Background: an optimization exercise with open tools, aiming at a short achievable clock period and few clock cycles per item. Do not read the settings as production practice.
Where RTL was checked, it was by simulation tests only, not by an equivalence proof against the original.

==> 02-05: inputs <==
Design qse_framer, start of the top module:
module qse_framer (
    input  wire        clk,
    input  wire        rst,            
    input  wire        cmd_valid,
    output wire        cmd_ready,
    input  wire        cmd_load,       
    input  wire [31:0] cmd_seed,
    input  wire        cmd_scr,        
    input  wire [9:0]  cmd_ps_words,   
    input  wire [11:0] cmd_len,        
    input  wire        in_valid,
    output wire        in_ready,
    input  wire [31:0] in_data,
    output wire        out_valid,
    input  wire        out_ready,
    output wire [31:0] out_data,
    output wire        out_last
);
==> flow/config.mk <==
export PLATFORM = sky130hd
export DESIGN_NAME = qse_framer
export DESIGN_NICKNAME = qse_framer
export VERILOG_FILES = /design/flow/design.v
export SDC_FILE = /design/flow/constraint.sdc
export NUM_CORES = 4
export LEC_CHECK = 0
export ABC_CLOCK_PERIOD_IN_PS = 2500
export CAP_MARGIN = 20
export CORE_MARGIN = 2
export CORE_UTILIZATION = 55
export PLACE_DENSITY = 0.65
export SETUP_SLACK_MARGIN = 5
export SLEW_MARGIN = 20
==> flow/constraint.sdc <==
create_clock -name core_clock -period 8.0 [get_ports {clk}]
set_input_delay 1.6000 -clock core_clock [delete_from_list [all_inputs] [get_ports {clk}]]
set_output_delay 1.6000 -clock core_clock [all_outputs]
set_load 0.01 [all_outputs]
run.sh (not shown) runs the stock make flow with config.mk's settings and CLKGATE_MAP_FILE= SYNTH_SCRIPT=/design/flow/synth_recipe.tcl, a recipe that flattens the netlist after the stock synthesis.
==> 04-19: changes against 02-05 <==
--- a/flow/design.v
+++ b/flow/design.v
@@ -1572,24 +1572,27 @@
             else if (dec && !inc)
                 therm = {1'b0, t[7:1]};
             else
                 therm = t;
         end
     endfunction
+    reg        r_rst;
+    wire       gate_rst = rst || r_rst;
+    always @(posedge clk) r_rst <= rst;
     reg        cmd_ready_q;
     reg        c_v, c_load, c_scr;
     reg [31:0] c_seed;
     reg [9:0]  c_pw;
     reg [11:0] c_len;
     always @(posedge clk) begin
         c_load <= cmd_load;
         c_scr  <= cmd_scr;
         c_seed <= cmd_seed;
         c_pw   <= cmd_ps_words;
         c_len  <= cmd_len;
-        c_v    <= !rst && cmd_valid && cmd_ready_q;
+        c_v    <= !gate_rst && cmd_valid && cmd_ready_q;
     end
     wire        qi_push = c_v && !c_load;
     wire [27:0] qi_wdat = {c_len > 12'd3, c_len > 12'd2, c_len > 12'd1, c_len != 12'd0,
                            c_pw == 10'd1, c_scr, c_len, c_pw};
     reg  [27:0] qi_mem [0:DCQ-1];
     reg  [1:0]  qi_wp, qi_rp;
@@ -1609,34 +1612,33 @@
     wire [1:0] qk_n = {1'b0, qk_push} + {1'b0, cmd_ready_q};
     wire qi_room = (qi_n == 2'd0) ? !qi_th[DCQ-1] : (qi_n == 2'd1) ? !qi_th[DCQ-2] : !qi_th[DCQ-3];
     wire qk_room = (qk_n == 2'd0) ? !qk_th[DCQ-1] : (qk_n == 2'd1) ? !qk_th[DCQ-2] : !qk_th[DCQ-3];
     always @(posedge clk) begin
         if (qi_push) qi_mem[qi_wp] <= qi_wdat;
         if (qk_push) qk_mem[qk_wp] <= qk_wdat;
-        if (rst) begin
+        cmd_ready_q <= !gate_rst && qi_room && qk_room;
+        if (r_rst) begin
             qi_wp <= 2'd0; qi_rp <= 2'd0; qi_th <= {DCQ{1'b0}};
             qk_wp <= 2'd0; qk_rp <= 2'd0; qk_th <= {DCQ{1'b0}};
-            cmd_ready_q <= 1'b0;
         end else begin
             qi_wp <= qi_wp + {1'b0, qi_push};
             qi_rp <= qi_rp + {1'b0, qi_pop};
             qi_th <= therm({{(8-DCQ){1'b0}}, qi_th}, qi_push, qi_pop);
             qk_wp <= qk_wp + {1'b0, qk_push};
             qk_rp <= qk_rp + {1'b0, qk_pop};
             qk_th <= therm({{(8-DCQ){1'b0}}, qk_th}, qk_push, qk_pop);
-            cmd_ready_q <= qi_room && qk_room;
         end
     end
     assign cmd_ready = cmd_ready_q;
     reg        in_ready_q;
     reg        i_v;
     reg [31:0] i_d;
     reg [31:0] if_mem [0:DIF-1];
     reg [1:0]  if_wp, if_rp;
     reg [DIF-1:0] if_th;
-    reg [10:0] add_w;            
+    reg [13:0] add_a, add_b;     
     reg [2:0]  add_ge;           
     reg [13:0] owed;             
     wire       if_pop;
     wire [31:0] if_head = if_mem[if_rp];
     wire       if_ne = if_th[0];
     wire [10:0] c_words = c_len[11:2] + {10'd0, c_len[1:0] != 2'd0};
@@ -1650,25 +1652,26 @@
                         (ow_need == 2'd0 ? add_ge[0] : ow_need == 2'd1 ? add_ge[1] : add_ge[2]) &&
                         !ow_ge3 && !ow_eq2 && !ow_eq1;
     wire [1:0]  if_n = {1'b0, i_v} + {1'b0, in_ready_q};
     wire        if_room = (if_n == 2'd0) ? !if_th[DIF-1] : (if_n == 2'd1) ? !if_th[DIF-2] : !if_th[DIF-3];
     always @(posedge clk) begin
         i_d <= in_data;
-        i_v <= !rst && in_valid && in_ready_q;
+        i_v <= !gate_rst && in_valid && in_ready_q;
         if (i_v) if_mem[if_wp] <= i_d;
-        if (rst) begin
+        in_ready_q <= !gate_rst && ow_ok && if_room;
+        if (r_rst) begin
             if_wp <= 2'd0; if_rp <= 2'd0; if_th <= {DIF{1'b0}};
-            add_w <= 11'd0; add_ge <= 3'd0; owed <= 14'd0; in_ready_q <= 1'b0;
+            add_a <= 14'd0; add_b <= 14'h3FFF; add_ge <= 3'd0; owed <= 14'd0;
         end else begin
             if_wp  <= if_wp + {1'b0, i_v};
             if_rp  <= if_rp + {1'b0, if_pop};
             if_th  <= therm({{(8-DIF){1'b0}}, if_th}, i_v, if_pop);
-            add_w  <= qi_push ? c_words : 11'd0;
+            add_a  <= qi_push ? {3'd0, c_words} : 14'd0;
+            add_b  <= qi_push ? {3'd0, c_words} - 14'd1 : 14'h3FFF;
             add_ge <= qi_push ? {c_len > 12'd8, c_len > 12'd4, c_len != 12'd0} : 3'd0;
-            owed   <= owed + {3'd0, add_w} - {13'd0, i_v};
-            in_ready_q <= ow_ok && if_room;
+            owed   <= owed + (i_v ? add_b : add_a);
         end
     end
     assign in_ready = in_ready_q;
     reg [31:0] R0;               
     reg [63:0] R1;               
     reg [31:0] SD;               
@@ -1686,25 +1689,28 @@
     wire k_need  = !wl_nz || (adv && wl_one);
     assign qk_pop = k_need && qk_ne;
     wire k_load  = qk_pop && qk_head[32];
     wire k_frame = qk_pop && !qk_head[32];
     wire [31:0] ring_t = R1[31:0] + R1[63:32];
     wire [31:0] r0_alt = k_load ? qk_head[31:0] : I1;
+    wire        r0_alt_en  = k_load || (adv && inj);
+    wire        r0_ring_en = !k_load && adv && !inj;
+    wire        r0_hold    = !k_load && !adv;
     wire        kf_pop;
     always @(posedge clk) begin
         P1 <= m4_s0(SD);
         P2 <= m4_s1(P1);
         I1 <= P2[31:0] + P2[63:32];
-        if (adv) R1 <= mr_s0(R0);
-        if (rst) begin
-            R0 <= 32'd0; SD <= 32'd0; inj <= 1'b1; ld_sr <= 3'd0;
+        R1 <= (mr_s0(R0) & {64{adv}}) | (R1 & {64{!adv}});
+        R0 <= r_rst ? 32'd0 :
+              (r0_alt & {32{r0_alt_en}}) | (ring_t & {32{r0_ring_en}}) | (R0 & {32{r0_hold}});
+        if (r_rst) begin
+            SD <= 32'd0; inj <= 1'b1; ld_sr <= 3'd0;
             wl <= 10'd0; wl_nz <= 1'b0; wl_one <= 1'b0;
             ka_th <= {DKF{1'b0}}; kf_room <= 1'b1;
         end else begin
-            if (k_load || adv)
-                R0 <= (k_load || inj) ? r0_alt : ring_t;
             if (k_load) begin
                 SD <= qk_head[31:0];
                 inj <= 1'b1;
                 ld_sr <= 3'd0;
             end else begin
                 ld_sr <= {ld_sr[1:0], 1'b1};
@@ -1732,15 +1738,15 @@
     wire [63:0] kr2 = k2_s1(fa_2);
     wire [63:0] kr3 = k3_s1(fa_3);
     wire [24:0] kl1 = {1'b0, kr1[23:0]} + {1'b0, kr1[55:32]};
     wire [24:0] kl2 = {1'b0, kr2[23:0]} + {1'b0, kr2[55:32]};
     wire [24:0] kl3 = {1'b0, kr3[23:0]} + {1'b0, kr3[55:32]};
     always @(posedge clk) begin
-        fe_v <= !rst && adv;
-        fa_v <= !rst && fe_v;
-        fb_v <= !rst && fa_v;
+        fe_v <= !r_rst && adv;
+        fa_v <= !r_rst && fe_v;
+        fb_v <= !r_rst && fa_v;
         fe   <= R0;
         fa_t <= fe[31:24];
         fa_1 <= k1_s0(fe);
         fa_2 <= k2_s0(fe);
         fa_3 <= k3_s0(fe);
         fb_t <= fa_t;
@@ -1756,13 +1762,13 @@
     reg [2:0]  kf_wp, kf_rp;
     reg [DKF-1:0] kf_th;
     wire [31:0] kf_head = kf_mem[kf_rp];
     wire        kf_ne = kf_th[0];
     always @(posedge clk) begin
         if (fb_v) kf_mem[kf_wp] <= kf_wdat;
-        if (rst) begin
+        if (r_rst) begin
             kf_wp <= 3'd0; kf_rp <= 3'd0; kf_th <= {DKF{1'b0}};
         end else begin
             kf_wp <= kf_wp + {2'd0, fb_v};
             kf_rp <= kf_rp + {2'd0, kf_pop};
             kf_th <= therm(kf_th, fb_v, kf_pop);
         end
@@ -1782,71 +1788,54 @@
     wire fin      = go && st_crc;
     assign qi_pop = (!cur_v || fin) && qi_ne;
     assign if_pop = go && need_in;
     assign kf_pop = go && need_key;
     wire o_pop    = o_v && out_ready;
     wire [11:0] blft_n = (blft > 12'd4) ? blft - 12'd4 : 12'd0;
+    wire ld   = qi_pop;
+    wire sp   = go && st_pay;
+    wire spre = go && st_pre;
+    wire hold_p = !ld && !sp;            
+    wire hold_c = !ld && !go;            
+    wire pre_end = spre && (pidx == 2'd3);
+    wire pay_end = sp && pay_last;
+    wire [11:0] lv_n = {blft > 12'd7, blft > 12'd6, blft > 12'd5, blft > 12'd4};
     always @(posedge clk) begin
-        if (rst) begin
+        cur_scr  <= (qi_head[22] & ld) | (cur_scr & !ld);
+        pay_left <= (qi_head[9:0] & {10{ld}}) | ((pay_left - 10'd1) & {10{sp}}) | (pay_left & {10{hold_p}});
+        pay_last <= (qi_head[23] & ld) | ((pay_left == 10'd2) & sp) | (pay_last & hold_p);
+        blft     <= (qi_head[21:10] & {12{ld}}) | (blft_n & {12{sp}}) | (blft & {12{hold_p}});
+        lv       <= (qi_head[27:24] & {4{ld}}) | (lv_n[3:0] & {4{sp}}) | (lv & {4{hold_p}});
+        pidx     <= ((pidx + 2'd1) & {2{spre}}) | (pidx & {2{hold_c}});
+        if (r_rst) begin
             cur_v <= 1'b0; st_pre <= 1'b0; st_pay <= 1'b0; st_crc <= 1'b0;
             cr_th <= {NOF{1'b1}};
         end else begin
-            if (qi_pop) begin
-                cur_v    <= 1'b1;
-                cur_scr  <= qi_head[22];
-                st_pre   <= 1'b1;
-                st_pay   <= 1'b0;
-                st_crc   <= 1'b0;
-                pidx     <= 2'd0;
-                pay_left <= qi_head[9:0];
-                pay_last <= qi_head[23];
-                blft     <= qi_head[21:10];
-                lv       <= qi_head[27:24];
-            end else if (fin) begin
-                cur_v  <= 1'b0;
-                st_crc <= 1'b0;
-            end else if (go) begin
-                if (st_pre) begin
-                    pidx <= pidx + 2'd1;
-                    if (pidx == 2'd3) begin
-                        st_pre <= 1'b0;
-                        st_pay <= 1'b1;
-                    end
-                end
-                if (st_pay) begin
-                    pay_left <= pay_left - 10'd1;
-                    pay_last <= pay_left == 10'd2;
-                    blft     <= blft_n;
-                    lv       <= {blft > 12'd7, blft > 12'd6, blft > 12'd5, blft > 12'd4};
-                    if (pay_last) begin
-                        st_pay <= 1'b0;
-                        st_crc <= 1'b1;
-                    end
-                end
-            end
-            cr_th <= therm({{(8-NOF){1'b0}}, cr_th}, o_pop, go);
+            cur_v  <= ld || (cur_v && !fin);
+            st_pre <= ld || (st_pre && !pre_end);
+            st_pay <= !ld && (pre_end || (st_pay && !pay_end));
+            st_crc <= !ld && (pay_end || (st_crc && !fin));
+            cr_th  <= therm({{(8-NOF){1'b0}}, cr_th}, o_pop, go);
         end
     end
     reg        s1_v, s1_pre, s1_pay, s1_crc;
     reg [31:0] s1_d;
     wire [7:0]  pre_byte = pidx[1] ? (pidx[0] ? 8'hCC : 8'h99) : 8'h00;
     wire [31:0] raw_word = {lv[3] ? if_head[31:24] : 8'hFF, lv[2] ? if_head[23:16] : 8'hFF,
                             lv[1] ? if_head[15:8]  : 8'hFF, lv[0] ? if_head[7:0]   : 8'hFF};
     always @(posedge clk) begin
-        s1_v   <= !rst && go;
+        s1_v   <= !r_rst && go;
         s1_pre <= st_pre;
         s1_pay <= st_pay;
         s1_crc <= st_crc;
         s1_d   <= st_pre ? {4{pre_byte}} : (raw_word ^ (cur_scr ? kf_head : 32'd0));
     end
     reg [31:0] crc;
     always @(posedge clk) begin
-        if (s1_v && s1_pay)
-            crc <= crc_m32(crc ^ s1_d);
-        else if (s1_v && s1_pre)
-            crc <= 32'hFFFFFFFF;
+        crc <= (crc_m32(crc ^ s1_d) & {32{s1_v && s1_pay}}) | {32{s1_v && s1_pre}} |
+               (crc & {32{!s1_v || s1_crc}});
     end
     wire [31:0] crc_word = ~{crc[7:0], crc[15:8], crc[23:16], crc[31:24]};
     wire [32:0] of_wdat  = s1_crc ? {1'b1, crc_word} : {1'b0, s1_d};
     reg [32:0] of_mem [0:NOF-1];
     reg [1:0]  of_wp, of_hp, of_sp;      
     reg [NOF-1:0] of_th;                 
@@ -1858,23 +1847,22 @@
     wire [32:0] of_next = of_mem[of_hp];
     wire [32:0] of_show = of_mem[of_sp];
     always @(posedge clk) begin
         if (s1_v) of_mem[of_wp] <= of_wdat;
         o_data <= o_take ? of_next[31:0] : of_show[31:0];
         o_last <= o_take ? of_next[32]   : of_show[32];
-        if (rst) begin
+        o_v <= !gate_rst && (of_ne || (o_v && !out_ready));
+        if (r_rst) begin
             of_wp <= 2'd0; of_hp <= 2'd0; of_sp <= 2'd3; of_th <= {NOF{1'b0}};
-            o_v <= 1'b0;
         end else begin
             of_wp <= of_wp + {1'b0, s1_v};
             if (of_ld) begin
                 of_hp <= of_hp + 2'd1;
                 of_sp <= of_hp;
             end
             of_th <= therm({{(8-NOF){1'b0}}, of_th}, s1_v, of_ld);
-            o_v   <= of_ne || (o_v && !out_ready);
         end
     end
     assign out_valid = o_v;
     assign out_data  = o_data;
     assign out_last  = o_last;
 endmodule
--- a/flow/config.mk
+++ b/flow/config.mk
@@ -5,10 +5,12 @@
 export SDC_FILE = /design/flow/constraint.sdc
 export NUM_CORES = 4
 export LEC_CHECK = 0
 export ABC_CLOCK_PERIOD_IN_PS = 2500
 export CAP_MARGIN = 20
 export CORE_MARGIN = 2
-export CORE_UTILIZATION = 55
-export PLACE_DENSITY = 0.65
+export CORE_UTILIZATION = 70
+export CTS_CLUSTER_DIAMETER = 120
+export CTS_CLUSTER_SIZE = 30
+export PLACE_DENSITY = 0.8
 export SETUP_SLACK_MARGIN = 5
 export SLEW_MARGIN = 20
==> results.yml <==
cells_and_area:
  nNonClkInverters: 772
  fillers: 10600
  multiInputGateArea_um2: 32500
  area_growth_pct: 14.1
route:
  wl_met2_um: 87200
  wl_met1_um: 78200
  dr.pass1.iters: 7
clock_tree:
  cts_setup_buffers: 56
  worst_skew_pair.late_latency_ns: 0.79
status:
  status: "no timing/DRC/antenna violations"
worst_setup_path:
  cp.required_ns: 8.67
synth:
  synth_fa_ha_area_share_pct: 18.9
  synth-compound-area-share_pct: 3.84
The numbers above come from 02-05.

==> results.yml <==
worst_setup_path:
  cp.required_ns: 8.59
status:
  status: "no timing/DRC/antenna violations"
route:
  wl_met2_um: 88600
  dr.pass1.iters: 6
cells_and_area:
  nNonClkInverters: 715
  area_growth_pct: 8.04
synth:
  synth_fa_ha_area_share_pct: 18.7
clock_tree:
  cts_setup_buffers: 80
The numbers above come from 04-19.

Testbench counts of 02-05, summed over its fixed seeds: cycles 21,255, bytes 84,816.
Function not checked in 04-19: the RTL went through the layout flow alone.

[what the ideal ports hide]
In the flow no input, the clock included, has a driving cell. The finished layouts below were timed again as built, in two steps.
Step 1: set_driving_cell puts a clkbuf_16 on clk and a buf_2 on each other input, an assumption about the parent block.
Step 2 adds t to the input delays and takes it off the output delays; t is the mean of the earliest and latest rising clock arrival at the registers after step 1. Input paths then give back, and output paths get back, about the clock's delay inside the block.
a / b / c = ideal ports / drivers / drivers and shift; a / b = the first two.
| run | shift t [ns] | setup WS [ns] | hold slack, ns | worst slew at a driven data input, ns |
|---|---|---|---|---|
| 02-05 | 0.854 | 5.014 / 4.988 / 4.288 | 0.317 / 0.317 / 0.317 | 0.08 |
| 04-19 | 0.774 | 4.953 / 4.953 / 4.430 | 0.321 / 0.321 / 0.321 | 0.12 |
After both steps every run listed still meets setup and hold. For 02-05, which loses most, drivers alone change the setup slack by -0.026 ns; drivers and shift together by -0.726 ns.
